What follows belongs to an exercise in optimizing a design on an open flow for small area, a short achievable clock period and few clock cycles; a production flow would make more cautious choices. The RTL was checked by simulation tests, not by an equivalence proof against the original design.

--- flow/flow/run.sh ---
#!/bin/bash
set -euo pipefail
bash standard.sh SETUP_SLACK_MARGIN=8.5 finish > make_finish.log 2>&1
--- flow/standard.sh ---
#!/bin/bash
# synth_recipe.tcl (not shown) runs the flow's synth.tcl, then flattens the netlist and writes it again
# the make line also repeats each setting of config.mk as NAME=value (left out here)
make -C /OpenROAD-flow-scripts/flow DESIGN_CONFIG=/design/flow/config.mk WORK_HOME=/design/flow/orfs CLKGATE_MAP_FILE= SYNTH_SCRIPT=/design/flow/synth_recipe.tcl "${@:-finish}"
--- flow/config.mk ---
export PLATFORM = sky130hd
export DESIGN_NAME = vpha_hash
export DESIGN_NICKNAME = vpha_hash
export VERILOG_FILES = /design/flow/design.v
export SDC_FILE = /design/flow/constraint.sdc
export NUM_CORES = 4
export LEC_CHECK = 0
export ABC_CLOCK_PERIOD_IN_PS = 3000
export CAP_MARGIN = 20
export CORE_MARGIN = 2
export CORE_UTILIZATION = 65
export CTS_CLUSTER_DIAMETER = 100
export CTS_CLUSTER_SIZE = 22
export SLEW_MARGIN = 20
export TNS_END_PERCENT = 0
--- flow/constraint.sdc ---
create_clock -name core_clock -period 12.0 [get_ports {clk}]
set_input_delay 2.4000 -clock core_clock [delete_from_list [all_inputs] [get_ports {clk}]]
set_output_delay 2.4000 -clock core_clock [all_outputs]
set_load 0.01 [all_outputs]
--- flow/design.v ---
module vpha_hash (
    input  wire         clk,
    input  wire         rst,        
    input  wire         start,      
    input  wire [31:0]  len,        
    output reg          busy,
    output reg          done,
    output wire [31:0]  result,
    output reg          rd_req,
    output wire [31:0]  rd_addr,    
    output wire [5:0]   rd_len,     
    input  wire         rd_ready,
    input  wire         rd_valid,
    input  wire [255:0] rd_data     
);
    reg [31:0]  h;             
    reg [27:0]  blk;           
    reg [27:0]  rhi;           
    reg [3:0]   llo;           
    reg [2:0]   qlast;         
    reg         nslot;         
    reg         fdone;         
    reg         outst;         
    reg [127:0] buf0, buf1;    
    reg [1:0]   full;          
    reg [4:0]   rlen;          
    reg [2:0]   p;             
    reg [23:0]  prev;          
    reg [31:0]  x0, x1;        
    reg         xv, xl;        
    assign result  = h;
    wire [1:0] m   = -llo[1:0];                 
    wire       lds = ~nslot;                    
    wire       fin = fdone & ~outst & ~rd_req;  
    assign rd_addr = {blk, 4'd0};
    assign rd_len  = {1'b0, rlen};
    wire [255:0] bufw = {buf1, buf0};
    wire [31:0]  w    = bufw[32*p +: 32];
    wire [7:0] w0 = w[7:0],    w1 = w[15:8],  w2 = w[23:16], w3 = w[31:24];
    wire [7:0] p1 = prev[7:0], p2 = prev[15:8], p3 = prev[23:16];
    reg  [7:0] v0, v1, v2, v3;
    always @(*) begin
        case (m)
            2'd0:    begin v0 = w0; v1 = w1; v2 = w2; v3 = w3; end
            2'd1:    begin v0 = p3; v1 = w0; v2 = w1; v3 = w2; end
            2'd2:    begin v0 = p2; v1 = p3; v2 = w0; v3 = w1; end
            default: begin v0 = p1; v1 = p2; v2 = p3; v3 = w0; end
        endcase
    end
    wire [31:0] x0_n, x1_n;
    wire [31:0] h_n;
    vpha_word_sum  u_ws (.v0(v0), .v1(v1), .v2(v2), .v3(v3), .s0(x0_n), .s1(x1_n));
    vpha_state_sum u_ss (.h(h), .x0(x0), .x1(x1), .s(h_n));
    wire go    = busy & full[p[2]] & ~(xv & xl);   
    wire wlast = fin & (p == qlast);                
    wire       vld    = rd_valid & outst;
    wire       full0a = vld & ~lds | full[0] & ~(go & (p == 3'd3));
    wire       full1a = vld &  lds | full[1] & ~(go & (p == 3'd7));
    wire [2:0] p_a    = go ? p + 3'd1 : p;
    wire       full0r = full[0] & ~(go & (p == 3'd3));
    wire       full1r = full[1] & ~(go & (p == 3'd7));
    wire       slot_free = nslot ? (~full1r | (p_a[2] & p_a[1]))
                                 : (~full0r | (~p_a[2] & p_a[1]));
    wire       can_req = busy & ~fdone & ~rd_req & (~outst | rd_valid) & slot_free;
    wire       r1     = (rhi == 28'd1);
    wire       r2     = (rhi == 28'd2);
    wire       last   = r1 | (r2 & (llo == 4'd0));    
    always @(posedge clk) begin
        xv <= go & ~rst;
        xl <= wlast;
        x0 <= x0_n;
        x1 <= x1_n;
    end
    always @(posedge clk) begin
        if (vld & ~lds) buf0 <= rd_data[127:0];
        if (vld &  lds) buf1 <= rd_data[127:0];
    end
    always @(posedge clk) begin
        if (rst) begin
            busy   <= 1'b0;
            done   <= 1'b0;
            rd_req <= 1'b0;
            outst  <= 1'b0;
            full   <= 2'b00;
            fdone  <= 1'b1;
        end else if (start & ~busy) begin
            done  <= (len == 32'd0);
            busy  <= (len != 32'd0);
            case (len[1:0])
                2'd0:    h <= 32'h00000001;    
                2'd3:    h <= 32'hBDEF7BDF;    
                2'd2:    h <= 32'hCC520C41;    
                default: h <= 32'hD50AE79F;    
            endcase
            blk   <= 28'd0;
            rhi   <= len[31:4];
            llo   <= len[3:0];
            qlast <= len[4:2] - {2'b00, (len[1:0] == 2'd0)};
            nslot <= 1'b1;
            full  <= 2'b00;
            p     <= 3'd0;
            prev  <= 24'd0;
            rd_req <= (len != 32'd0);
            rlen  <= (len[31:4] != 28'd0) ? 5'd16 : {1'b0, len[3:0]};
            fdone <= (len[31:4] == 28'd0) | ((len[31:4] == 28'd1) & (len[3:0] == 4'd0));
        end else begin
            if (go) begin
                prev <= w[31:8];
                p    <= p + 3'd1;
            end
            if (xv) begin
                h <= h_n;
                if (xl) begin
                    busy <= 1'b0;
                    done <= 1'b1;
                end
            end
            full <= {full1a, full0a};
            if (vld) begin
                outst <= 1'b0;
            end
            if (rd_req & rd_ready) begin
                rd_req <= 1'b0;
                outst  <= 1'b1;
            end
            if (can_req) begin
                rd_req <= 1'b1;
                rlen   <= r1 ? {1'b0, llo} : 5'd16;
                nslot  <= ~nslot;
                fdone  <= last;
                blk    <= blk + 28'd1;
                rhi    <= rhi - 28'd1;
            end
        end
    end
endmodule
module vpha_word_sum (
    input  wire [7:0] v0,
    input  wire [7:0] v1,
    input  wire [7:0] v2,
    input  wire [7:0] v3,
    output wire [31:0] s0,
    output wire [31:0] s1
);
    wire t_1 = 1'b1 ^ v1[5];
    wire t_2 = 1'b1 & v1[5];
    wire t_3 = 1'b1 ^ v1[6] ^ v2[1];
    wire t_4 = (1'b1 & v1[6]) | (1'b1 & v2[1]) | (v1[6] & v2[1]);
    wire t_5 = v3[6] ^ ~v0[1];
    wire t_6 = v3[6] & ~v0[1];
    wire t_7 = 1'b1 ^ v0[0] ^ v1[7];
    wire t_8 = (1'b1 & v0[0]) | (1'b1 & v1[7]) | (v0[0] & v1[7]);
    wire t_9 = v2[2] ^ v3[7] ^ ~v0[2];
    wire t_10 = (v2[2] & v3[7]) | (v2[2] & ~v0[2]) | (v3[7] & ~v0[2]);
    wire t_11 = ~v0[7] ^ ~v1[1];
    wire t_12 = ~v0[7] & ~v1[1];
    wire t_13 = v0[1] ^ v2[3];
    wire t_14 = v0[1] & v2[3];
    wire t_15 = 1'b1 ^ v0[0];
    wire t_16 = 1'b1 & v0[0];
    wire t_17 = v0[1] ^ v0[4];
    wire t_18 = v0[1] & v0[4];
    wire t_19 = 1'b1 ^ v0[2] ^ v0[5];
    wire t_20 = (1'b1 & v0[2]) | (1'b1 & v0[5]) | (v0[2] & v0[5]);
    wire t_21 = v1[2] ^ v2[7];
    wire t_22 = v1[2] & v2[7];
    wire t_23 = 1'b1 ^ v0[3] ^ v0[6];
    wire t_24 = (1'b1 & v0[3]) | (1'b1 & v0[6]) | (v0[3] & v0[6]);
    wire t_25 = 1'b1 ^ v1[1];
    wire t_26 = 1'b1 & v1[1];
    wire t_27 = v1[2] ^ v3[2];
    wire t_28 = v1[2] & v3[2];
    wire t_29 = v1[3] ^ v3[3];
    wire t_30 = v1[3] & v3[3];
    wire t_31 = v1[4] ^ v3[4];
    wire t_32 = v1[4] & v3[4];
    wire t_33 = v2[0] ^ v3[5] ^ ~v0[0];
    wire t_34 = (v2[0] & v3[5]) | (v2[0] & ~v0[0]) | (v3[5] & ~v0[0]);
    wire t_35 = ~v0[5] ^ ~v2[5];
    wire t_36 = ~v0[5] & ~v2[5];
    wire t_37 = ~v0[6] ^ ~v1[0] ^ ~v2[6];
    wire t_38 = (~v0[6] & ~v1[0]) | (~v0[6] & ~v2[6]) | (~v1[0] & ~v2[6]);
    wire t_39 = t_2 ^ t_5 ^ t_3;
    wire t_40 = (t_2 & t_5) | (t_2 & t_3) | (t_5 & t_3);
    wire t_41 = ~v2[7] ^ t_6 ^ t_11;
    wire t_42 = (~v2[7] & t_6) | (~v2[7] & t_11) | (t_6 & t_11);
    wire t_43 = t_4 ^ t_7 ^ t_9;
    wire t_44 = (t_4 & t_7) | (t_4 & t_9) | (t_7 & t_9);
    wire t_45 = ~v0[3] ^ ~v1[2] ^ t_12;
    wire t_46 = (~v0[3] & ~v1[2]) | (~v0[3] & t_12) | (~v1[2] & t_12);
    wire t_47 = t_13 ^ t_8 ^ t_10;
    wire t_48 = (t_13 & t_8) | (t_13 & t_10) | (t_8 & t_10);
    wire t_49 = 1'b1 ^ v0[2] ^ v2[4];
    wire t_50 = (1'b1 & v0[2]) | (1'b1 & v2[4]) | (v0[2] & v2[4]);
    wire t_51 = ~v0[4] ^ ~v1[3] ^ t_14;
    wire t_52 = (~v0[4] & ~v1[3]) | (~v0[4] & t_14) | (~v1[3] & t_14);
    wire t_53 = v0[3] ^ v1[0] ^ v2[5];
    wire t_54 = (v0[3] & v1[0]) | (v0[3] & v2[5]) | (v1[0] & v2[5]);
    wire t_55 = ~v0[5] ^ ~v1[4] ^ t_15;
    wire t_56 = (~v0[5] & ~v1[4]) | (~v0[5] & t_15) | (~v1[4] & t_15);
    wire t_57 = v1[1] ^ v2[6] ^ ~v0[6];
    wire t_58 = (v1[1] & v2[6]) | (v1[1] & ~v0[6]) | (v2[6] & ~v0[6]);
    wire t_59 = ~v1[5] ^ t_16 ^ t_17;
    wire t_60 = (~v1[5] & t_16) | (~v1[5] & t_17) | (t_16 & t_17);
    wire t_61 = ~v0[0] ^ ~v0[7] ^ ~v1[6];
    wire t_62 = (~v0[0] & ~v0[7]) | (~v0[0] & ~v1[6]) | (~v0[7] & ~v1[6]);
    wire t_63 = t_18 ^ t_21 ^ t_19;
    wire t_64 = (t_18 & t_21) | (t_18 & t_19) | (t_21 & t_19);
    wire t_65 = v1[3] ^ ~v0[1] ^ ~v1[7];
    wire t_66 = (v1[3] & ~v0[1]) | (v1[3] & ~v1[7]) | (~v0[1] & ~v1[7]);
    wire t_67 = t_22 ^ t_20 ^ t_23;
    wire t_68 = (t_22 & t_20) | (t_22 & t_23) | (t_20 & t_23);
    wire t_69 = v0[4] ^ v0[7] ^ v1[4];
    wire t_70 = (v0[4] & v0[7]) | (v0[4] & v1[4]) | (v0[7] & v1[4]);
    wire t_71 = ~v0[2] ^ t_24;
    wire t_72 = ~v0[2] & t_24;
    wire t_73 = 1'b1 ^ v0[0] ^ v0[5];
    wire t_74 = (1'b1 & v0[0]) | (1'b1 & v0[5]) | (v0[0] & v0[5]);
    wire t_75 = v1[5] ^ ~v0[3];
    wire t_76 = v1[5] & ~v0[3];
    wire t_77 = 1'b1 ^ v0[1] ^ v0[6];
    wire t_78 = (1'b1 & v0[1]) | (1'b1 & v0[6]) | (v0[1] & v0[6]);
    wire t_79 = v1[6] ^ ~v0[4];
    wire t_80 = v1[6] & ~v0[4];
    wire t_81 = v0[2] ^ v0[7] ^ v1[7];
    wire t_82 = (v0[2] & v0[7]) | (v0[2] & v1[7]) | (v0[7] & v1[7]);
    wire t_83 = v1[0] ^ v3[0];
    wire t_84 = v1[0] & v3[0];
    wire t_85 = v3[1] ^ ~v0[1] ^ ~v2[1];
    wire t_86 = (v3[1] & ~v0[1]) | (v3[1] & ~v2[1]) | (~v0[1] & ~v2[1]);
    wire t_87 = ~v0[2] ^ ~v2[2] ^ t_26;
    wire t_88 = (~v0[2] & ~v2[2]) | (~v0[2] & t_26) | (~v2[2] & t_26);
    wire t_89 = ~v0[3] ^ ~v2[3] ^ t_28;
    wire t_90 = (~v0[3] & ~v2[3]) | (~v0[3] & t_28) | (~v2[3] & t_28);
    wire t_91 = ~v0[4] ^ ~v2[4] ^ t_30;
    wire t_92 = (~v0[4] & ~v2[4]) | (~v0[4] & t_30) | (~v2[4] & t_30);
    wire t_93 = t_32 ^ t_1 ^ t_35;
    wire t_94 = (t_32 & t_1) | (t_32 & t_35) | (t_1 & t_35);
    wire t_95 = t_36 ^ t_34 ^ t_37;
    wire t_96 = (t_36 & t_34) | (t_36 & t_37) | (t_34 & t_37);
    wire t_97 = t_38 ^ t_41 ^ t_40;
    wire t_98 = (t_38 & t_41) | (t_38 & t_40) | (t_41 & t_40);
    wire t_99 = t_45 ^ t_42 ^ t_44;
    wire t_100 = (t_45 & t_42) | (t_45 & t_44) | (t_42 & t_44);
    wire t_101 = t_49 ^ t_46 ^ t_51;
    wire t_102 = (t_49 & t_46) | (t_49 & t_51) | (t_46 & t_51);
    wire t_103 = t_50 ^ t_53 ^ t_52;
    wire t_104 = (t_50 & t_53) | (t_50 & t_52) | (t_53 & t_52);
    wire t_105 = t_54 ^ t_57 ^ t_56;
    wire t_106 = (t_54 & t_57) | (t_54 & t_56) | (t_57 & t_56);
    wire t_107 = t_58 ^ t_61 ^ t_60;
    wire t_108 = (t_58 & t_61) | (t_58 & t_60) | (t_61 & t_60);
    wire t_109 = t_62 ^ t_65 ^ t_64;
    wire t_110 = (t_62 & t_65) | (t_62 & t_64) | (t_65 & t_64);
    wire t_111 = t_66 ^ t_69 ^ t_71;
    wire t_112 = (t_66 & t_69) | (t_66 & t_71) | (t_69 & t_71);
    wire t_113 = t_75 ^ t_70 ^ t_73;
    wire t_114 = (t_75 & t_70) | (t_75 & t_73) | (t_70 & t_73);
    wire t_115 = t_76 ^ t_79 ^ t_74;
    wire t_116 = (t_76 & t_79) | (t_76 & t_74) | (t_79 & t_74);
    wire t_117 = ~v0[5] ^ t_80 ^ t_78;
    wire t_118 = (~v0[5] & t_80) | (~v0[5] & t_78) | (t_80 & t_78);
    wire t_119 = v0[3] ^ ~v0[6];
    wire t_120 = v0[3] & ~v0[6];
    wire t_121 = ~v0[0] ^ ~v2[0];
    wire t_122 = ~v0[0] & ~v2[0];
    wire t_123 = t_84 ^ t_25 ^ t_85;
    wire t_124 = (t_84 & t_25) | (t_84 & t_85) | (t_25 & t_85);
    wire t_125 = t_27 ^ t_86 ^ t_87;
    wire t_126 = (t_27 & t_86) | (t_27 & t_87) | (t_86 & t_87);
    wire t_127 = t_29 ^ t_88 ^ t_89;
    wire t_128 = (t_29 & t_88) | (t_29 & t_89) | (t_88 & t_89);
    wire t_129 = t_31 ^ t_90 ^ t_91;
    wire t_130 = (t_31 & t_90) | (t_31 & t_91) | (t_90 & t_91);
    wire t_131 = t_33 ^ t_92 ^ t_93;
    wire t_132 = (t_33 & t_92) | (t_33 & t_93) | (t_92 & t_93);
    wire t_133 = t_94 ^ t_39 ^ t_95;
    wire t_134 = (t_94 & t_39) | (t_94 & t_95) | (t_39 & t_95);
    wire t_135 = t_96 ^ t_43 ^ t_97;
    wire t_136 = (t_96 & t_43) | (t_96 & t_97) | (t_43 & t_97);
    wire t_137 = t_47 ^ t_98 ^ t_99;
    wire t_138 = (t_47 & t_98) | (t_47 & t_99) | (t_98 & t_99);
    wire t_139 = t_48 ^ t_101 ^ t_100;
    wire t_140 = (t_48 & t_101) | (t_48 & t_100) | (t_101 & t_100);
    wire t_141 = t_55 ^ t_102 ^ t_103;
    wire t_142 = (t_55 & t_102) | (t_55 & t_103) | (t_102 & t_103);
    wire t_143 = t_59 ^ t_104 ^ t_105;
    wire t_144 = (t_59 & t_104) | (t_59 & t_105) | (t_104 & t_105);
    wire t_145 = t_63 ^ t_106 ^ t_107;
    wire t_146 = (t_63 & t_106) | (t_63 & t_107) | (t_106 & t_107);
    wire t_147 = t_67 ^ t_108 ^ t_109;
    wire t_148 = (t_67 & t_108) | (t_67 & t_109) | (t_108 & t_109);
    wire t_149 = t_68 ^ t_111 ^ t_110;
    wire t_150 = (t_68 & t_111) | (t_68 & t_110) | (t_111 & t_110);
    wire t_151 = t_72 ^ t_113 ^ t_112;
    wire t_152 = (t_72 & t_113) | (t_72 & t_112) | (t_113 & t_112);
    wire t_153 = t_77 ^ t_114 ^ t_115;
    wire t_154 = (t_77 & t_114) | (t_77 & t_115) | (t_114 & t_115);
    wire t_155 = t_81 ^ t_116 ^ t_117;
    wire t_156 = (t_81 & t_116) | (t_81 & t_117) | (t_116 & t_117);
    wire t_157 = t_119 ^ t_82 ^ t_118;
    wire t_158 = (t_119 & t_82) | (t_119 & t_118) | (t_82 & t_118);
    wire t_159 = v0[4] ^ ~v0[7] ^ t_120;
    wire t_160 = (v0[4] & ~v0[7]) | (v0[4] & t_120) | (~v0[7] & t_120);
    wire t_161 = 1'b1 ^ v0[5];
    wire t_162 = 1'b1 & v0[5];
    wire t_163 = 1'b1 ^ v0[6];
    wire t_164 = 1'b1 & v0[6];
    wire t_165 = 1'b1 ^ v0[7];
    wire t_166 = 1'b1 & v0[7];
    assign s0 = {1'b1, 1'b1, 1'b1, 1'b1, 1'b1, 1'b1, 1'b1, 1'b1, 1'b1, t_165, t_163, t_161, t_159, t_157, t_155, t_153, t_151, t_149, t_147, t_145, t_143, t_141, t_139, t_137, t_135, t_133, t_131, t_129, t_127, t_125, t_123, t_83};
    assign s1 = {1'b0, 1'b0, 1'b0, 1'b0, 1'b0, 1'b0, 1'b0, 1'b0, t_166, t_164, t_162, t_160, t_158, t_156, t_154, t_152, t_150, t_148, t_146, t_144, t_142, t_140, t_138, t_136, t_134, t_132, t_130, t_128, t_126, t_124, t_122, t_121};
endmodule
module vpha_state_sum (
    input  wire [31:0] h,
    input  wire [31:0] x0,
    input  wire [31:0] x1,
    output wire [31:0] s
);
    wire t_1 = h[17] ^ h[4];
    wire t_2 = h[17] & h[4];
    wire t_3 = h[18] ^ h[5] ^ x0[18];
    wire t_4 = (h[18] & h[5]) | (h[18] & x0[18]) | (h[5] & x0[18]);
    wire t_5 = h[19] ^ h[6] ^ x0[19];
    wire t_6 = (h[19] & h[6]) | (h[19] & x0[19]) | (h[6] & x0[19]);
    wire t_7 = h[0] ^ h[20] ^ h[7];
    wire t_8 = (h[0] & h[20]) | (h[0] & h[7]) | (h[20] & h[7]);
    wire t_9 = x0[20] ^ x1[20];
    wire t_10 = x0[20] & x1[20];
    wire t_11 = h[1] ^ h[21] ^ h[8];
    wire t_12 = (h[1] & h[21]) | (h[1] & h[8]) | (h[21] & h[8]);
    wire t_13 = x0[21] ^ x1[21] ^ ~h[10];
    wire t_14 = (x0[21] & x1[21]) | (x0[21] & ~h[10]) | (x1[21] & ~h[10]);
    wire t_15 = h[22] ^ h[2] ^ h[9];
    wire t_16 = (h[22] & h[2]) | (h[22] & h[9]) | (h[2] & h[9]);
    wire t_17 = x0[22] ^ x1[22] ^ ~h[11];
    wire t_18 = (x0[22] & x1[22]) | (x0[22] & ~h[11]) | (x1[22] & ~h[11]);
    wire t_19 = h[10] ^ h[23] ^ h[3];
    wire t_20 = (h[10] & h[23]) | (h[10] & h[3]) | (h[23] & h[3]);
    wire t_21 = x0[23] ^ x1[23] ^ ~h[12];
    wire t_22 = (x0[23] & x1[23]) | (x0[23] & ~h[12]) | (x1[23] & ~h[12]);
    wire t_23 = h[11] ^ h[24] ^ h[4];
    wire t_24 = (h[11] & h[24]) | (h[11] & h[4]) | (h[24] & h[4]);
    wire t_25 = x0[24] ^ x1[24] ^ ~h[13];
    wire t_26 = (x0[24] & x1[24]) | (x0[24] & ~h[13]) | (x1[24] & ~h[13]);
    wire t_27 = h[12] ^ h[25] ^ h[5];
    wire t_28 = (h[12] & h[25]) | (h[12] & h[5]) | (h[25] & h[5]);
    wire t_29 = x0[25] ^ x1[25] ^ ~h[14];
    wire t_30 = (x0[25] & x1[25]) | (x0[25] & ~h[14]) | (x1[25] & ~h[14]);
    wire t_31 = h[13] ^ h[26] ^ h[6];
    wire t_32 = (h[13] & h[26]) | (h[13] & h[6]) | (h[26] & h[6]);
    wire t_33 = x0[26] ^ x1[26] ^ ~h[15];
    wire t_34 = (x0[26] & x1[26]) | (x0[26] & ~h[15]) | (x1[26] & ~h[15]);
    wire t_35 = h[14] ^ h[27] ^ h[7];
    wire t_36 = (h[14] & h[27]) | (h[14] & h[7]) | (h[27] & h[7]);
    wire t_37 = x0[27] ^ x1[27] ^ ~h[10];
    wire t_38 = (x0[27] & x1[27]) | (x0[27] & ~h[10]) | (x1[27] & ~h[10]);
    wire t_39 = h[15] ^ h[28] ^ h[8];
    wire t_40 = (h[15] & h[28]) | (h[15] & h[8]) | (h[28] & h[8]);
    wire t_41 = x0[28] ^ x1[28] ^ ~h[11];
    wire t_42 = (x0[28] & x1[28]) | (x0[28] & ~h[11]) | (x1[28] & ~h[11]);
    wire t_43 = h[16] ^ h[29] ^ h[9];
    wire t_44 = (h[16] & h[29]) | (h[16] & h[9]) | (h[29] & h[9]);
    wire t_45 = x0[29] ^ x1[29] ^ ~h[12];
    wire t_46 = (x0[29] & x1[29]) | (x0[29] & ~h[12]) | (x1[29] & ~h[12]);
    wire t_47 = h[10] ^ h[17] ^ h[30];
    wire t_48 = (h[10] & h[17]) | (h[10] & h[30]) | (h[17] & h[30]);
    wire t_49 = x0[30] ^ x1[30] ^ ~h[13];
    wire t_50 = (x0[30] & x1[30]) | (x0[30] & ~h[13]) | (x1[30] & ~h[13]);
    wire t_51 = h[11] ^ h[18] ^ h[31];
    wire t_52 = (h[11] & h[18]) | (h[11] & h[31]) | (h[18] & h[31]);
    wire t_53 = x0[31] ^ x1[31] ^ ~h[14];
    wire t_54 = (x0[31] & x1[31]) | (x0[31] & ~h[14]) | (x1[31] & ~h[14]);
    wire t_55 = h[11] ^ x0[11];
    wire t_56 = h[11] & x0[11];
    wire t_57 = h[12] ^ x0[12] ^ x1[12];
    wire t_58 = (h[12] & x0[12]) | (h[12] & x1[12]) | (x0[12] & x1[12]);
    wire t_59 = h[0] ^ h[13] ^ x0[13];
    wire t_60 = (h[0] & h[13]) | (h[0] & x0[13]) | (h[13] & x0[13]);
    wire t_61 = x1[13] ^ ~h[2];
    wire t_62 = x1[13] & ~h[2];
    wire t_63 = h[14] ^ h[1] ^ x0[14];
    wire t_64 = (h[14] & h[1]) | (h[14] & x0[14]) | (h[1] & x0[14]);
    wire t_65 = x1[14] ^ ~h[3] ^ ~h[7];
    wire t_66 = (x1[14] & ~h[3]) | (x1[14] & ~h[7]) | (~h[3] & ~h[7]);
    wire t_67 = h[15] ^ h[2] ^ x0[15];
    wire t_68 = (h[15] & h[2]) | (h[15] & x0[15]) | (h[2] & x0[15]);
    wire t_69 = x1[15] ^ ~h[4] ^ ~h[8];
    wire t_70 = (x1[15] & ~h[4]) | (x1[15] & ~h[8]) | (~h[4] & ~h[8]);
    wire t_71 = h[16] ^ h[3] ^ x0[16];
    wire t_72 = (h[16] & h[3]) | (h[16] & x0[16]) | (h[3] & x0[16]);
    wire t_73 = x1[16] ^ ~h[5] ^ ~h[9];
    wire t_74 = (x1[16] & ~h[5]) | (x1[16] & ~h[9]) | (~h[5] & ~h[9]);
    wire t_75 = x0[17] ^ x1[17] ^ ~h[0];
    wire t_76 = (x0[17] & x1[17]) | (x0[17] & ~h[0]) | (x1[17] & ~h[0]);
    wire t_77 = ~h[10] ^ ~h[6] ^ t_1;
    wire t_78 = (~h[10] & ~h[6]) | (~h[10] & t_1) | (~h[6] & t_1);
    wire t_79 = x1[18] ^ ~h[11] ^ ~h[1];
    wire t_80 = (x1[18] & ~h[11]) | (x1[18] & ~h[1]) | (~h[11] & ~h[1]);
    wire t_81 = ~h[7] ^ t_2 ^ t_3;
    wire t_82 = (~h[7] & t_2) | (~h[7] & t_3) | (t_2 & t_3);
    wire t_83 = x1[19] ^ ~h[12] ^ ~h[2];
    wire t_84 = (x1[19] & ~h[12]) | (x1[19] & ~h[2]) | (~h[12] & ~h[2]);
    wire t_85 = ~h[8] ^ t_4 ^ t_5;
    wire t_86 = (~h[8] & t_4) | (~h[8] & t_5) | (t_4 & t_5);
    wire t_87 = ~h[13] ^ ~h[3] ^ ~h[9];
    wire t_88 = (~h[13] & ~h[3]) | (~h[13] & ~h[9]) | (~h[3] & ~h[9]);
    wire t_89 = t_9 ^ t_6 ^ t_7;
    wire t_90 = (t_9 & t_6) | (t_9 & t_7) | (t_6 & t_7);
    wire t_91 = ~h[14] ^ ~h[4] ^ t_10;
    wire t_92 = (~h[14] & ~h[4]) | (~h[14] & t_10) | (~h[4] & t_10);
    wire t_93 = t_8 ^ t_11 ^ t_13;
    wire t_94 = (t_8 & t_11) | (t_8 & t_13) | (t_11 & t_13);
    wire t_95 = ~h[15] ^ ~h[5] ^ t_12;
    wire t_96 = (~h[15] & ~h[5]) | (~h[15] & t_12) | (~h[5] & t_12);
    wire t_97 = t_14 ^ t_15 ^ t_17;
    wire t_98 = (t_14 & t_15) | (t_14 & t_17) | (t_15 & t_17);
    wire t_99 = ~h[16] ^ ~h[6] ^ t_16;
    wire t_100 = (~h[16] & ~h[6]) | (~h[16] & t_16) | (~h[6] & t_16);
    wire t_101 = t_18 ^ t_19 ^ t_21;
    wire t_102 = (t_18 & t_19) | (t_18 & t_21) | (t_19 & t_21);
    wire t_103 = ~h[17] ^ ~h[7] ^ t_20;
    wire t_104 = (~h[17] & ~h[7]) | (~h[17] & t_20) | (~h[7] & t_20);
    wire t_105 = t_22 ^ t_23 ^ t_25;
    wire t_106 = (t_22 & t_23) | (t_22 & t_25) | (t_23 & t_25);
    wire t_107 = ~h[18] ^ ~h[8] ^ t_24;
    wire t_108 = (~h[18] & ~h[8]) | (~h[18] & t_24) | (~h[8] & t_24);
    wire t_109 = t_26 ^ t_27 ^ t_29;
    wire t_110 = (t_26 & t_27) | (t_26 & t_29) | (t_27 & t_29);
    wire t_111 = ~h[19] ^ ~h[9] ^ t_28;
    wire t_112 = (~h[19] & ~h[9]) | (~h[19] & t_28) | (~h[9] & t_28);
    wire t_113 = t_30 ^ t_31 ^ t_33;
    wire t_114 = (t_30 & t_31) | (t_30 & t_33) | (t_31 & t_33);
    wire t_115 = ~h[16] ^ ~h[20] ^ t_32;
    wire t_116 = (~h[16] & ~h[20]) | (~h[16] & t_32) | (~h[20] & t_32);
    wire t_117 = t_34 ^ t_35 ^ t_37;
    wire t_118 = (t_34 & t_35) | (t_34 & t_37) | (t_35 & t_37);
    wire t_119 = ~h[17] ^ ~h[21] ^ t_36;
    wire t_120 = (~h[17] & ~h[21]) | (~h[17] & t_36) | (~h[21] & t_36);
    wire t_121 = t_38 ^ t_39 ^ t_41;
    wire t_122 = (t_38 & t_39) | (t_38 & t_41) | (t_39 & t_41);
    wire t_123 = ~h[18] ^ ~h[22] ^ t_40;
    wire t_124 = (~h[18] & ~h[22]) | (~h[18] & t_40) | (~h[22] & t_40);
    wire t_125 = t_42 ^ t_43 ^ t_45;
    wire t_126 = (t_42 & t_43) | (t_42 & t_45) | (t_43 & t_45);
    wire t_127 = ~h[19] ^ ~h[23] ^ t_44;
    wire t_128 = (~h[19] & ~h[23]) | (~h[19] & t_44) | (~h[23] & t_44);
    wire t_129 = t_46 ^ t_47 ^ t_49;
    wire t_130 = (t_46 & t_47) | (t_46 & t_49) | (t_47 & t_49);
    wire t_131 = ~h[20] ^ ~h[24] ^ t_48;
    wire t_132 = (~h[20] & ~h[24]) | (~h[20] & t_48) | (~h[24] & t_48);
    wire t_133 = t_50 ^ t_51 ^ t_53;
    wire t_134 = (t_50 & t_51) | (t_50 & t_53) | (t_51 & t_53);
    wire t_135 = h[7] ^ x0[7];
    wire t_136 = h[7] & x0[7];
    wire t_137 = h[8] ^ x0[8] ^ x1[8];
    wire t_138 = (h[8] & x0[8]) | (h[8] & x1[8]) | (x0[8] & x1[8]);
    wire t_139 = h[9] ^ x0[9] ^ x1[9];
    wire t_140 = (h[9] & x0[9]) | (h[9] & x1[9]) | (x0[9] & x1[9]);
    wire t_141 = h[10] ^ x0[10] ^ x1[10];
    wire t_142 = (h[10] & x0[10]) | (h[10] & x1[10]) | (x0[10] & x1[10]);
    wire t_143 = x1[11] ^ ~h[0] ^ ~h[4];
    wire t_144 = (x1[11] & ~h[0]) | (x1[11] & ~h[4]) | (~h[0] & ~h[4]);
    wire t_145 = ~h[1] ^ ~h[5] ^ t_56;
    wire t_146 = (~h[1] & ~h[5]) | (~h[1] & t_56) | (~h[5] & t_56);
    wire t_147 = ~h[6] ^ t_61 ^ t_58;
    wire t_148 = (~h[6] & t_61) | (~h[6] & t_58) | (t_61 & t_58);
    wire t_149 = t_62 ^ t_60 ^ t_63;
    wire t_150 = (t_62 & t_60) | (t_62 & t_63) | (t_60 & t_63);
    wire t_151 = t_64 ^ t_66 ^ t_67;
    wire t_152 = (t_64 & t_66) | (t_64 & t_67) | (t_66 & t_67);
    wire t_153 = t_68 ^ t_70 ^ t_71;
    wire t_154 = (t_68 & t_70) | (t_68 & t_71) | (t_70 & t_71);
    wire t_155 = t_72 ^ t_74 ^ t_75;
    wire t_156 = (t_72 & t_74) | (t_72 & t_75) | (t_74 & t_75);
    wire t_157 = t_76 ^ t_79 ^ t_78;
    wire t_158 = (t_76 & t_79) | (t_76 & t_78) | (t_79 & t_78);
    wire t_159 = t_80 ^ t_83 ^ t_82;
    wire t_160 = (t_80 & t_83) | (t_80 & t_82) | (t_83 & t_82);
    wire t_161 = t_84 ^ t_87 ^ t_86;
    wire t_162 = (t_84 & t_87) | (t_84 & t_86) | (t_87 & t_86);
    wire t_163 = t_88 ^ t_91 ^ t_90;
    wire t_164 = (t_88 & t_91) | (t_88 & t_90) | (t_91 & t_90);
    wire t_165 = t_92 ^ t_95 ^ t_94;
    wire t_166 = (t_92 & t_95) | (t_92 & t_94) | (t_95 & t_94);
    wire t_167 = t_96 ^ t_99 ^ t_98;
    wire t_168 = (t_96 & t_99) | (t_96 & t_98) | (t_99 & t_98);
    wire t_169 = t_100 ^ t_103 ^ t_102;
    wire t_170 = (t_100 & t_103) | (t_100 & t_102) | (t_103 & t_102);
    wire t_171 = t_104 ^ t_107 ^ t_106;
    wire t_172 = (t_104 & t_107) | (t_104 & t_106) | (t_107 & t_106);
    wire t_173 = t_108 ^ t_111 ^ t_110;
    wire t_174 = (t_108 & t_111) | (t_108 & t_110) | (t_111 & t_110);
    wire t_175 = t_112 ^ t_115 ^ t_114;
    wire t_176 = (t_112 & t_115) | (t_112 & t_114) | (t_115 & t_114);
    wire t_177 = t_116 ^ t_119 ^ t_118;
    wire t_178 = (t_116 & t_119) | (t_116 & t_118) | (t_119 & t_118);
    wire t_179 = t_120 ^ t_123 ^ t_122;
    wire t_180 = (t_120 & t_123) | (t_120 & t_122) | (t_123 & t_122);
    wire t_181 = t_124 ^ t_127 ^ t_126;
    wire t_182 = (t_124 & t_127) | (t_124 & t_126) | (t_127 & t_126);
    wire t_183 = t_128 ^ t_131 ^ t_130;
    wire t_184 = (t_128 & t_131) | (t_128 & t_130) | (t_131 & t_130);
    wire t_185 = h[0] ^ x0[0];
    wire t_186 = h[0] & x0[0];
    wire t_187 = h[1] ^ x0[1] ^ x1[1];
    wire t_188 = (h[1] & x0[1]) | (h[1] & x1[1]) | (x0[1] & x1[1]);
    wire t_189 = h[2] ^ x0[2] ^ x1[2];
    wire t_190 = (h[2] & x0[2]) | (h[2] & x1[2]) | (x0[2] & x1[2]);
    wire t_191 = h[3] ^ x0[3] ^ x1[3];
    wire t_192 = (h[3] & x0[3]) | (h[3] & x1[3]) | (x0[3] & x1[3]);
    wire t_193 = h[4] ^ x0[4] ^ x1[4];
    wire t_194 = (h[4] & x0[4]) | (h[4] & x1[4]) | (x0[4] & x1[4]);
    wire t_195 = h[5] ^ x0[5] ^ x1[5];
    wire t_196 = (h[5] & x0[5]) | (h[5] & x1[5]) | (x0[5] & x1[5]);
    wire t_197 = h[6] ^ x0[6] ^ x1[6];
    wire t_198 = (h[6] & x0[6]) | (h[6] & x1[6]) | (x0[6] & x1[6]);
    wire t_199 = x1[7] ^ ~h[0] ^ t_135;
    wire t_200 = (x1[7] & ~h[0]) | (x1[7] & t_135) | (~h[0] & t_135);
    wire t_201 = ~h[1] ^ t_136 ^ t_137;
    wire t_202 = (~h[1] & t_136) | (~h[1] & t_137) | (t_136 & t_137);
    wire t_203 = ~h[2] ^ t_138 ^ t_139;
    wire t_204 = (~h[2] & t_138) | (~h[2] & t_139) | (t_138 & t_139);
    wire t_205 = ~h[3] ^ t_140 ^ t_141;
    wire t_206 = (~h[3] & t_140) | (~h[3] & t_141) | (t_140 & t_141);
    wire t_207 = t_55 ^ t_142 ^ t_143;
    wire t_208 = (t_55 & t_142) | (t_55 & t_143) | (t_142 & t_143);
    wire t_209 = t_144 ^ t_57 ^ t_145;
    wire t_210 = (t_144 & t_57) | (t_144 & t_145) | (t_57 & t_145);
    wire t_211 = t_59 ^ t_146 ^ t_147;
    wire t_212 = (t_59 & t_146) | (t_59 & t_147) | (t_146 & t_147);
    wire t_213 = t_65 ^ t_148 ^ t_149;
    wire t_214 = (t_65 & t_148) | (t_65 & t_149) | (t_148 & t_149);
    wire t_215 = t_69 ^ t_150 ^ t_151;
    wire t_216 = (t_69 & t_150) | (t_69 & t_151) | (t_150 & t_151);
    wire t_217 = t_73 ^ t_152 ^ t_153;
    wire t_218 = (t_73 & t_152) | (t_73 & t_153) | (t_152 & t_153);
    wire t_219 = t_77 ^ t_154 ^ t_155;
    wire t_220 = (t_77 & t_154) | (t_77 & t_155) | (t_154 & t_155);
    wire t_221 = t_156 ^ t_81 ^ t_157;
    wire t_222 = (t_156 & t_81) | (t_156 & t_157) | (t_81 & t_157);
    wire t_223 = t_85 ^ t_158 ^ t_159;
    wire t_224 = (t_85 & t_158) | (t_85 & t_159) | (t_158 & t_159);
    wire t_225 = t_89 ^ t_160 ^ t_161;
    wire t_226 = (t_89 & t_160) | (t_89 & t_161) | (t_160 & t_161);
    wire t_227 = t_93 ^ t_162 ^ t_163;
    wire t_228 = (t_93 & t_162) | (t_93 & t_163) | (t_162 & t_163);
    wire t_229 = t_97 ^ t_164 ^ t_165;
    wire t_230 = (t_97 & t_164) | (t_97 & t_165) | (t_164 & t_165);
    wire t_231 = t_101 ^ t_166 ^ t_167;
    wire t_232 = (t_101 & t_166) | (t_101 & t_167) | (t_166 & t_167);
    wire t_233 = t_105 ^ t_168 ^ t_169;
    wire t_234 = (t_105 & t_168) | (t_105 & t_169) | (t_168 & t_169);
    wire t_235 = t_109 ^ t_170 ^ t_171;
    wire t_236 = (t_109 & t_170) | (t_109 & t_171) | (t_170 & t_171);
    wire t_237 = t_113 ^ t_172 ^ t_173;
    wire t_238 = (t_113 & t_172) | (t_113 & t_173) | (t_172 & t_173);
    wire t_239 = t_117 ^ t_174 ^ t_175;
    wire t_240 = (t_117 & t_174) | (t_117 & t_175) | (t_174 & t_175);
    wire t_241 = t_121 ^ t_176 ^ t_177;
    wire t_242 = (t_121 & t_176) | (t_121 & t_177) | (t_176 & t_177);
    wire t_243 = t_125 ^ t_178 ^ t_179;
    wire t_244 = (t_125 & t_178) | (t_125 & t_179) | (t_178 & t_179);
    wire t_245 = t_129 ^ t_180 ^ t_181;
    wire t_246 = (t_129 & t_180) | (t_129 & t_181) | (t_180 & t_181);
    wire t_247 = t_133 ^ t_182 ^ t_183;
    wire t_248 = (t_133 & t_182) | (t_133 & t_183) | (t_182 & t_183);
    assign s = {t_247, t_245, t_243, t_241, t_239, t_237, t_235, t_233, t_231, t_229, t_227, t_225, t_223, t_221, t_219, t_217, t_215, t_213, t_211, t_209, t_207, t_205, t_203, t_201, t_199, t_197, t_195, t_193, t_191, t_189, t_187, x1[0]} + {t_246, t_244, t_242, t_240, t_238, t_236, t_234, t_232, t_230, t_228, t_226, t_224, t_222, t_220, t_218, t_216, t_214, t_212, t_210, t_208, t_206, t_204, t_202, t_200, t_198, t_196, t_194, t_192, t_190, t_188, t_186, t_185};
endmodule
==> results.sh, run 1 <==
export IMPL_clkLatencyLatePin_ps=580
export IMPL_setup_viol=0
export IMPL_status="timing/DRC/antenna clean"
export IMPL_slowest_delay_ps=560
export IMPL_vias_per_cell=5.77
export IMPL_slowest_stage="fa_1"
export IMPL_rsz0062_at_grt="yes"
export IMPL_grt_usage=0.286
export IMPL_grt_max_degree=99
export IMPL_clkTransAtPathRegs_ps=90
export IMPL_cts_buffer_depth=3
export IMPL_dp_final_hpwl_um=38400
export IMPL_place_area_sq_mm=0.0269
export IMPL_synthFlopType="edfxtp_1"
export IMPL_yosys_register_bits=440
export IMPL_drt_first_pass_iters=5
export IMPL_syn_mean_instance_area_sq_um=13.1
export IMPL_cts_tree="done"
export IMPL_num_vias=14931
export IMPL_hold_viol=0
export IMPL_first_iter_violations=959
export IMPL_die_y_um=197
export IMPL_syn_inst=1840
export IMPL_grt_ovfl_total=0
export IMPL_ys_warn_count=1
export IMPL_rows=70
export IMPL_ff_latch_area_sq_mm=0.0127
export IMPL_yosysUniqueCellTypes=78
export IMPL_yosysSeqAreaShare=0.524
export IMPL_start_util=0.659
export IMPL_finalWorstSetupSlack_ps=7590
export IMPL_required_ps=12300
export IMPL_slew_violations=0
export IMPL_grt_pass1_wl_um=84400
export IMPL_fin_area_sq_mm=0.0284
export IMPL_end_kind="flip-flop"
export IMPL_cts_buffers=24
export IMPL_period_share=0.368
export IMPL_min_path_type="flip-flop to flip-flop"
export IMPL_cap_violations=0
export IMPL_relSlewSlack=0.453
export IMPL_post_place_ws_ps=6620
export IMPL_cp_max_fo=3
export IMPL_critPathKind="flip-flop to flip-flop"
export IMPL_final_nets=2630
export IMPL_synth_async_reset_ratio=0
export IMPL_crit_arrival_ps=4710
export IMPL_syn_to_final_growth_pct=17.9
export IMPL_clock_sinks=440
export IMPL_synth_edf_count=384
export IMPL_path_buf_inv=2
export IMPL_nFillCells=2213
export IMPL_port_buffer_count=232
export IMPL_post_drt_wl_per_cell_um=20.9
export IMPL_postRouteAntennaNets=0
export IMPL_syn_area_sq_mm=0.0241
export IMPL_htreeDepth=1
export IMPL_antenna_found_initial=0
export IMPL_crit_chain="inv_2 > fa_2 > inv_2 > fa_2 > fa_1 > fa_1 > ha_4 > a21o_1 > a21o_1 > a21oi_2 > nand2b_4 > a211oi_2 > a2111oi_2 > o31a_1 > o211ai_1"
export IMPL_grt_pass1_vias=15315
export IMPL_antenna_cells=0
export IMPL_die_x_um=197
export IMPL_drc=0
export IMPL_multi_input_area_sq_mm=0.0105
export IMPL_clockRootBuffer="clkbuf_16"
export IMPL_cp_top_family="adder cells"
export IMPL_gp_congestion=0.919
export IMPL_clock_skew_ps=29.9
export IMPL_core_area_sq_mm=0.0366
export IMPL_cp_start_kind="flip-flop"
export IMPL_routed_wl_um=54200
export IMPL_timing_setup_tns_ps=0
export IMPL_die_area_sq_mm=0.0387
export IMPL_layout_min_cycle_time_ps=4410
export IMPL_worstMarginPinSlew_ps=820
export IMPL_drive_gt1_frac=0.130
export IMPL_fmax_ghz=0.227
export IMPL_ctsHoldBuffers=0
export IMPL_io_pins=366
## flip-flops by register name (all words and copies together) (netlist names), 4 cells and up
signal and count:
blk 28, buf0 128, buf1 128, h 32
llo 4, prev 24, rhi 28, rlen 5
x0 23, x1 24
## layer usage
layer | part of all wire | vias to the layer above | global-route usage
li1 | - | 6932 | -
met1 | 0.41 | 7443 | 0.394
met2 | 0.51 | 480 | 0.494
met3 | 0.056 | 76 | 0.0327
met4 | 0.026 | 0 | 0.0718
met5 | 0 | - | 0
## cells in the final DEF (no fill, tap or decap), types with 26 or more instances in the layout
cell,netlist,final
ha_1,75,63
xnor2_1,50,49
nor2_1,98,96
fa_1,160,155
nand2_1,131,129
edfxtp_1,384,384
nand3_1,28,26
dfxtp_1,56,56
a21oi_1,54,45
clkdlybuf4s50_1,0,232
buf_4,15,61
o21ai_0,96,91
inv_1,257,236
mux4_2,64,64
xor2_1,36,36
## timing repair
action | 4_1_cts | 5_1_grt
endpoints found under the setup margin | 585 | 551
gates resized for setup | 77 | 25
gates cloned | 3 | 0
buffers inserted | 41 | 10
pin swaps | 17 | 14
hold endpoints to repair | 0 | 0
## path summary, 6_finish.rpt
path / start / end / slack (ps) / cells past startpoint
hold reg to reg: done / done / 500 / 2
setup / recovery: h[10] / h[31] / 7590 / 15
setup reg to reg: h[10] / h[31] / 7590 / 15
hold / removal: done / done / 500 / 2
## metrics by stage
| stage | utilization | hold slack [ps] | std cells |
|---|---|---|---|
| after CTS | 0.771 | 498 | 2578 |
| after detailed placement | 0.735 | 481 | 2490 |
| final | 0.777 | 500 | 2588 |
| after floorplan | - | 464 | 1844 |
| after global placement | 0.735 | 485 | 2490 |
| after global routing | 0.777 | 526 | 2588 |
## tightest hold or removal path, delay by kind of cell (launching register included)
| kind | cells | cell delay [ps] |
|---|---|---|
| DFF | 1 | 320 |
| and+or+nand+nor | 2 | 140 |
## kinds of logic after synthesis
family | share of synthesized area
other | 0.000155
flip-flops | 0.524
AO/OA/AOI/OAI | 0.0722
multiplexers | 0.0685
buffers and inverters | 0.0547
XOR/XNOR | 0.0312
AND/OR/NAND/NOR | 0.0771
adder cells (fa/ha/maj) | 0.172
## cell usage after synthesis (4+ instances only)
| cell type | n | area share |
|---|---|---|
| edfxtp_1 | 384 | 0.48 |
| a22o_1 | 4 | 0.0015 |
| nor2_1 | 98 | 0.015 |
| o21ai_0 | 96 | 0.020 |
| a31oi_1 | 7 | 0.0018 |
| xnor2_1 | 50 | 0.018 |
| dfxtp_1 | 56 | 0.046 |
| a21oi_1 | 54 | 0.011 |
| nor3_1 | 14 | 0.0029 |
| o21a_1 | 9 | 0.0028 |
| clkbuf_1 | 41 | 0.0064 |
| buf_1 | 10 | 0.0016 |
| buf_2 | 7 | 0.0015 |
| ha_1 | 75 | 0.039 |
| nand2_1 | 131 | 0.020 |
| mux2i_1 | 20 | 0.0083 |
| nand2b_1 | 17 | 0.0044 |
| and3_1 | 17 | 0.0044 |
| or2_2 | 8 | 0.0021 |
| nor2b_1 | 17 | 0.0044 |
| o211ai_1 | 19 | 0.0059 |
| nand3_1 | 28 | 0.0058 |
| fa_1 | 160 | 0.13 |
| o21ai_1 | 9 | 0.0019 |
| and2_1 | 6 | 0.0016 |
| o31ai_1 | 13 | 0.0040 |
| nand4_1 | 9 | 0.0023 |
| xor2_1 | 36 | 0.013 |
| a31o_2 | 7 | 0.0025 |
| or3_1 | 7 | 0.0018 |
| nor4_1 | 12 | 0.0031 |
| a211oi_1 | 11 | 0.0034 |
| buf_4 | 15 | 0.0047 |
| mux4_2 | 64 | 0.060 |
| inv_1 | 257 | 0.040 |
| o21ai_2 | 4 | 0.0015 |
| a21o_1 | 14 | 0.0044 |
## final cells by class
cell class / count / area share
inverter: 258 / 0.0348
clock inverter: 3 / 0.00145
timing repair inverter: 1 / 0.000264
multi-input combinational: 1072 / 0.369
tap: 468 / 0.0206
clock buffer: 41 / 0.0234
timing repair buffer: 305 / 0.105
sequential: 440 / 0.445
Testbench counts, summed over its fixed seeds: cycles 23,130.
==> inputs of run 2 (changes only) <==
==> flow/flow/run.sh (replaced) <==
#!/bin/bash
set -euo pipefail
bash standard.sh SYNTH_ARGS=-noabc SETUP_SLACK_MARGIN=8.5 finish > make_finish.log 2>&1
==> run 2 against run 1 <==
  * Sequential cell count is the same
  * Synthesized cell count shrank 5.3%
  * Non-clock buffer count grew 3
  * Critical path type unchanged
  * Cell area shrank 1.5%
  * Critical endpoint is now h[28]
==> results.sh, run 2 <==
export IMPL_required_ps=12420
export IMPL_synth_async_reset_ratio=0
export IMPL_slew_violations=0
export IMPL_min_path_type="flip-flop to flip-flop"
export IMPL_die_y_um=195
export IMPL_yosysMostFrequentCell="edfxtp_1"
export IMPL_io_pins=366
export IMPL_end_kind="flip-flop"
export IMPL_finalWorstSetupSlack_ps=7400
export IMPL_post_drt_wl_per_cell_um=21.9
export IMPL_multi_input_area_sq_mm=0.0102
export IMPL_htreeDepth=1
export IMPL_ys_top_cells_by_count="384 x edfxtp_1, 223 x inv_1, 160 x fa_1"
export IMPL_fmax_ghz=0.217
export IMPL_core_area_sq_mm=0.0357
export IMPL_grt_pass1_wl_um=85000
export IMPL_grt_usage=0.291
export IMPL_cts_buffer_depth=3
export IMPL_syn_inst=1743
export IMPL_nFillCells=2181
export IMPL_final_nets=2544
export IMPL_clock_skew_ps=40.3
export IMPL_die_x_um=195
export IMPL_ys_warn_count=1
export IMPL_syn_to_final_growth_pct=18.1
export IMPL_worst_hold_path_endpoint="xl"
export IMPL_cp_start_kind="flip-flop"
export IMPL_yosysUniqueCellTypes=68
export IMPL_yosys_register_bits=440
export IMPL_synthFlopType="edfxtp_1"
export IMPL_timing_setup_tns_ps=0
export IMPL_period_share=0.384
export IMPL_num_vias=14749
export IMPL_clock_sinks=440
export IMPL_grt_pass1_vias=15460
export IMPL_hold_depth=2
export IMPL_syn_mean_instance_area_sq_um=13.6
export IMPL_synth_edf_count=384
export IMPL_rows=69
export IMPL_postRouteAntennaNets=0
export IMPL_hold_viol=0
export IMPL_rr_endpoint="h[28]"
export IMPL_final_common_cell="edfxtp_1"
export IMPL_syn_area_sq_mm=0.0237
export IMPL_port_buffer_count=232
export IMPL_routed_wl_um=54600
export IMPL_synth_top_area_cell="edfxtp_1"
export IMPL_ff_latch_area_sq_mm=0.0127
export IMPL_drc=0
export IMPL_grt_max_degree=78
export IMPL_antenna_found_initial=1
export IMPL_dp_final_hpwl_um=37300
export IMPL_yosys_area_top_type_share=0.486
export IMPL_fin_cells=2491
export IMPL_rrSetupSlack_ps=7400
export IMPL_cts_tree="done"
export IMPL_drt_first_pass_iters=5
export IMPL_min_from="fdone"
export IMPL_place_inst=2390
export IMPL_rsz0062_at_grt="yes"
export IMPL_grt_ovfl_total=0
export IMPL_reg2reg_from="h[7]"
export IMPL_worstMarginPinSlew_ps=1010
export IMPL_layout_common_cells="384 x edfxtp_1, 232 x clkdlybuf4s50_1, 220 x inv_1, 154 x fa_1, 106 x nand2_1"
export IMPL_relSlewSlack=0.327
export IMPL_yosys_top_cells_area="edfxtp_1 49%, fa_1 14%, mux4_2 6.1%"
export IMPL_clkLatencyLatePin_ps=580
export IMPL_start_util=0.663
export IMPL_first_iter_violations=1250
export IMPL_cap_violations=0
export IMPL_yosysSeqAreaShare=0.534
export IMPL_clockRootBuffer="clkbuf_16"
export IMPL_cp_max_fo=3
export IMPL_layout_min_cycle_time_ps=4600
export IMPL_reg_top3="buf0 x128, buf1 x128, h x32"
export IMPL_die_area_sq_mm=0.0380
export IMPL_vias_per_cell=5.92
export IMPL_clkTransAtPathRegs_ps=100
export IMPL_gp_congestion=0.940
export IMPL_cts_buffers=23
export IMPL_drive_gt1_frac=0.118
export IMPL_setup_viol=0
export IMPL_critPathKind="flip-flop to flip-flop"
export IMPL_post_place_ws_ps=6410
export IMPL_crit_arrival_ps=5020
export IMPL_hold_slack_ps=509
export IMPL_ff2ff_path_depth=13
export IMPL_status="timing/DRC/antenna clean"
-- run 2: what timing repair did --
item                                    in CTS  in global routing
endpoints found under the setup margin     570                551
resized for setup                           54                 16
cloned                                       2                  1
pin swaps                                   34                 12
setup buffers                               45                 10
hold buffers                                 0                  0
-- run 2: layout make-up --
type	instances	share of cell area
flip-flops and latches	440	0.452
multi-input cells	1015	0.365
repair buffers	308	0.109
inverters	223	0.0302
clock buffers	41	0.0230
well taps	461	0.0206
clock inverters	1	0.000715
repair inverters	1	0.000179
diodes	1	0.0000894
-- run 2: worst max path at each step --
stage	start	end	slack, ps	cells after the start
after CTS	h[6]	h[30]	7460	18
after floorplan	rd_valid	buf1[0]	7220	2
after detailed placement	p[0]	x0[12]	6410	14
after global routing	h[4]	h[29]	7320	15
final	h[7]	h[28]	7400	13
after global placement	start	h[18]	6440	6
-- run 2: cells by family (layout without fill, tap and decap cells) --
family	Yosys count	count (layout)	share of synthesized area
simple gates	349	350	0.0693
buf+inv	293	574	0.0485
fa+ha+maj	239	239	0.177
flops	440	440	0.534
mux	103	103	0.0781
other cells	1	6	0.000158
compound gates	234	234	0.0624
xor+xnor	84	84	0.0310
-- run 2: metal layers --
| layer | up-vias | share of wire | GRT usage |
|---|---|---|---|
| li1 | 6704 | - | - |
| met1 | 7331 | 0.38 | 0.376 |
| met2 | 600 | 0.52 | 0.513 |
| met3 | 114 | 0.062 | 0.0332 |
| met4 | 0 | 0.043 | 0.110 |
| met5 | - | 0 | 0 |
-- run 2: worst max-delay path: stages, from the launching register on --
cell	delay, ps
edfxtp_1	430
buf_4	190
fa_1	510
fa_2	370
fa_1	530
fa_1	460
ha_4	310
nand3_4	80
or4b_4	530
a21oi_4	170
o221ai_2	130
a21o_1	230
or4_1	420
nand4_1	120
-- run 2: through the flow --
stage                      util  instance area, sq um
after global routing      0.783                 28000
after floorplan               -                 23800
after detailed placement  0.742                 26500
final                     0.783                 28000
after CTS                 0.779                 27800
after global placement    0.742                 26500
==> inputs of run 3 (changes only) <==
==> flow/flow/run.sh (replaced) <==
#!/bin/bash
set -euo pipefail
bash standard.sh SETUP_SLACK_MARGIN=8.5 finish > make_finish.log 2>&1
--- a/flow/config.mk
+++ b/flow/config.mk
@@ -10,6 +10,6 @@
 export CORE_MARGIN = 2
 export CORE_UTILIZATION = 65
-export CTS_CLUSTER_DIAMETER = 100
-export CTS_CLUSTER_SIZE = 22
+export CTS_CLUSTER_DIAMETER = 110
+export CTS_CLUSTER_SIZE = 25
 export SLEW_MARGIN = 20
 export TNS_END_PERCENT = 0
==> run 3 against run 2 <==
  * Global-route usage decreased by 0.61 points
  * Worst setup slack better by 160 ps
  * Routed wire length shrank 1.4%
  * Critical endpoint is now h[29]
==> results.sh, run 3 <==
export IMPL_yosysUniqueCellTypes=78
export IMPL_wl_met2_um=26800
export IMPL_period_share=0.370
export IMPL_clockRootBuffer="clkbuf_16"
export IMPL_start_util=0.659
export IMPL_io_pins=366
export IMPL_syn_area_sq_mm=0.0241
export IMPL_layout_min_cycle_time_ps=4440
export IMPL_post_place_ws_ps=6620
export IMPL_ys_warn_count=1
export IMPL_timing_setup_tns_ps=0
export IMPL_rsz0062_at_grt="yes"
export IMPL_cts_tree="done"
export IMPL_cp_max_fo=6
export IMPL_grt_ovfl_total=0
export IMPL_worstMarginPinSlew_ps=810
export IMPL_fmax_ghz=0.225
export IMPL_cts_buffers=21
export IMPL_routed_wl_um=53800
export IMPL_post_drt_wl_per_cell_um=20.9
export IMPL_ys_top_cells_by_count="384 x edfxtp_1, 257 x inv_1, 160 x fa_1"
export IMPL_cap_violations=0
export IMPL_syn_mean_instance_area_sq_um=13.1
export IMPL_synthFlopType="edfxtp_1"
export IMPL_reg_top3="buf0 x128, buf1 x128, h x32"
export IMPL_core_area_sq_mm=0.0366
export IMPL_slew_violations=0
export IMPL_required_ps=12280
export IMPL_syn_inst=1840
export IMPL_gp_congestion=0.919
export IMPL_final_nets=2621
export IMPL_drive_gt1_frac=0.125
export IMPL_clock_skew_ps=19.6
export IMPL_end_kind="flip-flop"
export IMPL_port_buffer_count=232
export IMPL_grt_max_degree=99
export IMPL_drc=0
export IMPL_synth_edf_count=384
export IMPL_die_y_um=197
export IMPL_relSlewSlack=0.460
export IMPL_critPathLaunch="h[6]"
export IMPL_postRouteAntennaNets=0
export IMPL_htreeDepth=1
export IMPL_rrSetupSlack_ps=7560
export IMPL_die_x_um=197
export IMPL_synth_top_area_cell="edfxtp_1"
export IMPL_clock_sinks=440
export IMPL_min_path_type="flip-flop to flip-flop"
export IMPL_fin_cells=2576
export IMPL_grt_usage=0.285
export IMPL_yosys_top_cells_area="edfxtp_1 48%, fa_1 13%, mux4_2 6.0%"
export IMPL_yosys_area_top_type_share=0.478
export IMPL_dp_final_hpwl_um=38400
export IMPL_clkTransAtPathRegs_ps=100
export IMPL_yosysMostFrequentCell="edfxtp_1"
export IMPL_final_common_cell="edfxtp_1"
export IMPL_synth_async_reset_ratio=0
export IMPL_hold_viol=0
export IMPL_cp_start_kind="flip-flop"
export IMPL_status="timing/DRC/antenna clean"
export IMPL_cts_buffer_depth=3
export IMPL_setup_viol=0
export IMPL_antenna_cells=0
export IMPL_critPathKind="flip-flop to flip-flop"
export IMPL_drt_met1_wl_um=22400
export IMPL_place_inst=2490
export IMPL_reg2reg_from="h[6]"
export IMPL_num_vias=14891
export IMPL_antenna_found_initial=0
export IMPL_min_from="done"
export IMPL_clkLatencyLatePin_ps=550
export IMPL_vias_per_cell=5.78
export IMPL_rows=70
export IMPL_met3WireLength_um=3160
export IMPL_first_iter_violations=1045
export IMPL_grt_pass1_vias=15290
export IMPL_finalWorstSetupSlack_ps=7560
export IMPL_crit_arrival_ps=4720
export IMPL_die_area_sq_mm=0.0387
export IMPL_grt_pass1_wl_um=84300
export IMPL_syn_to_final_growth_pct=17.0
export IMPL_layout_common_cells="384 x edfxtp_1, 240 x inv_1, 232 x clkdlybuf4s50_1, 155 x fa_1, 129 x nand2_1"
export IMPL_drt_first_pass_iters=6
export IMPL_fin_util=0.771
export IMPL_yosysSeqAreaShare=0.524
export IMPL_top_layer="met4"
export IMPL_yosys_register_bits=440
[run 3: critical path: stages, from the launching register on]
cell      delay, ps
edfxtp_1        390
buf_4           180
fa_1            500
fa_1            390
inv_1            80
fa_1            450
fa_1            550
inv_1            70
ha_4            250
a21oi_2         140
o21ai_0         120
a21oi_1         170
o221ai_1        150
and3_1          220
a311oi_2        230
xor2_1          170
o21ai_0          90
[run 3: kinds of logic after synthesis]
family | share of synthesized area
other | 0.000155
AO/OA/AOI/OAI | 0.0722
AND/OR/NAND/NOR | 0.0771
buffers and inverters | 0.0547
XOR/XNOR | 0.0312
flip-flops | 0.524
adder cells (fa/ha/maj) | 0.172
multiplexers | 0.0685
[run 3: cell type report]
class / instances / area (sq um)
Clock buffer: 34 / 574
Clock inverter: 4 / 23.8
Fill cell: 2272 / 8390
Inverter: 258 / 988
Multi-Input combinational cell: 1072 / 10500
Sequential cell: 440 / 12700
Tap cell: 468 / 586
Timing Repair Buffer: 299 / 2940
Timing Repair inverter: 1 / 7.51
[run 3: timing repair]
action	4_1_cts	5_1_grt
hold buffers	0	0
endpoints found under the hold margin	0	0
pin swaps	19	5
buffers inserted	44	1
setup endpoints to repair	602	552
gates cloned	3	0
gates resized for setup	78	13
[run 3: final timing paths]
path	cells past startpoint	endpoint
setup / recovery	16	h[29]
setup reg to reg	16	h[29]
hold / removal	2	done
hold reg to reg	2	done
[run 3: through the flow]
step / hold WS [ps] / instance area [sq um]
3_5_place_dp: 481 / 26900
6_report: 499 / 28200
4_1_cts: 499 / 28200
2_1_floorplan: 464 / 24200
3_3_place_gp: 485 / 26900
5_1_grt: 527 / 28200
[run 3: layer usage]
layer / GRT usage / vias to the layer above
met2: 0.491 / 471
li1: - / 6924
met3: 0.0361 / 72
met5: 0 / -
met4: 0.0752 / 0
met1: 0.391 / 7424

==> re-timing with driven ports <==
How much do the figures lean on ideal ports? The routed layouts below were timed once more, with nothing changed but the port constraints.
Step 1 assumes that a clkbuf_16 drives the clock port and a buf_2 every other input.
Step 2 times the ports against the registers' clock, not the clock port: input delays grow and output delays shrink by t, the midpoint of the rising clock arrivals with the driver on.
Three values: no drivers, after step 1, after step 2; two values: the first two.
run	shift t [ns]	setup slack, ns	worst register clock-pin slew, ns	worst data-port slew with drivers (ns)
run 1	0.617	7.585 / 7.585 / 7.044	0.10 / 0.10	0.06
run 2	0.619	7.396 / 7.396 / 6.864	0.10 / 0.10	0.08
run 3	0.598	7.559 / 7.559 / 7.064	0.10 / 0.10	0.07
After both steps setup and hold are still met in every run listed. For run 1, which loses most, drivers alone change the setup slack by 0.000 ns; drivers and shift together by -0.541 ns.
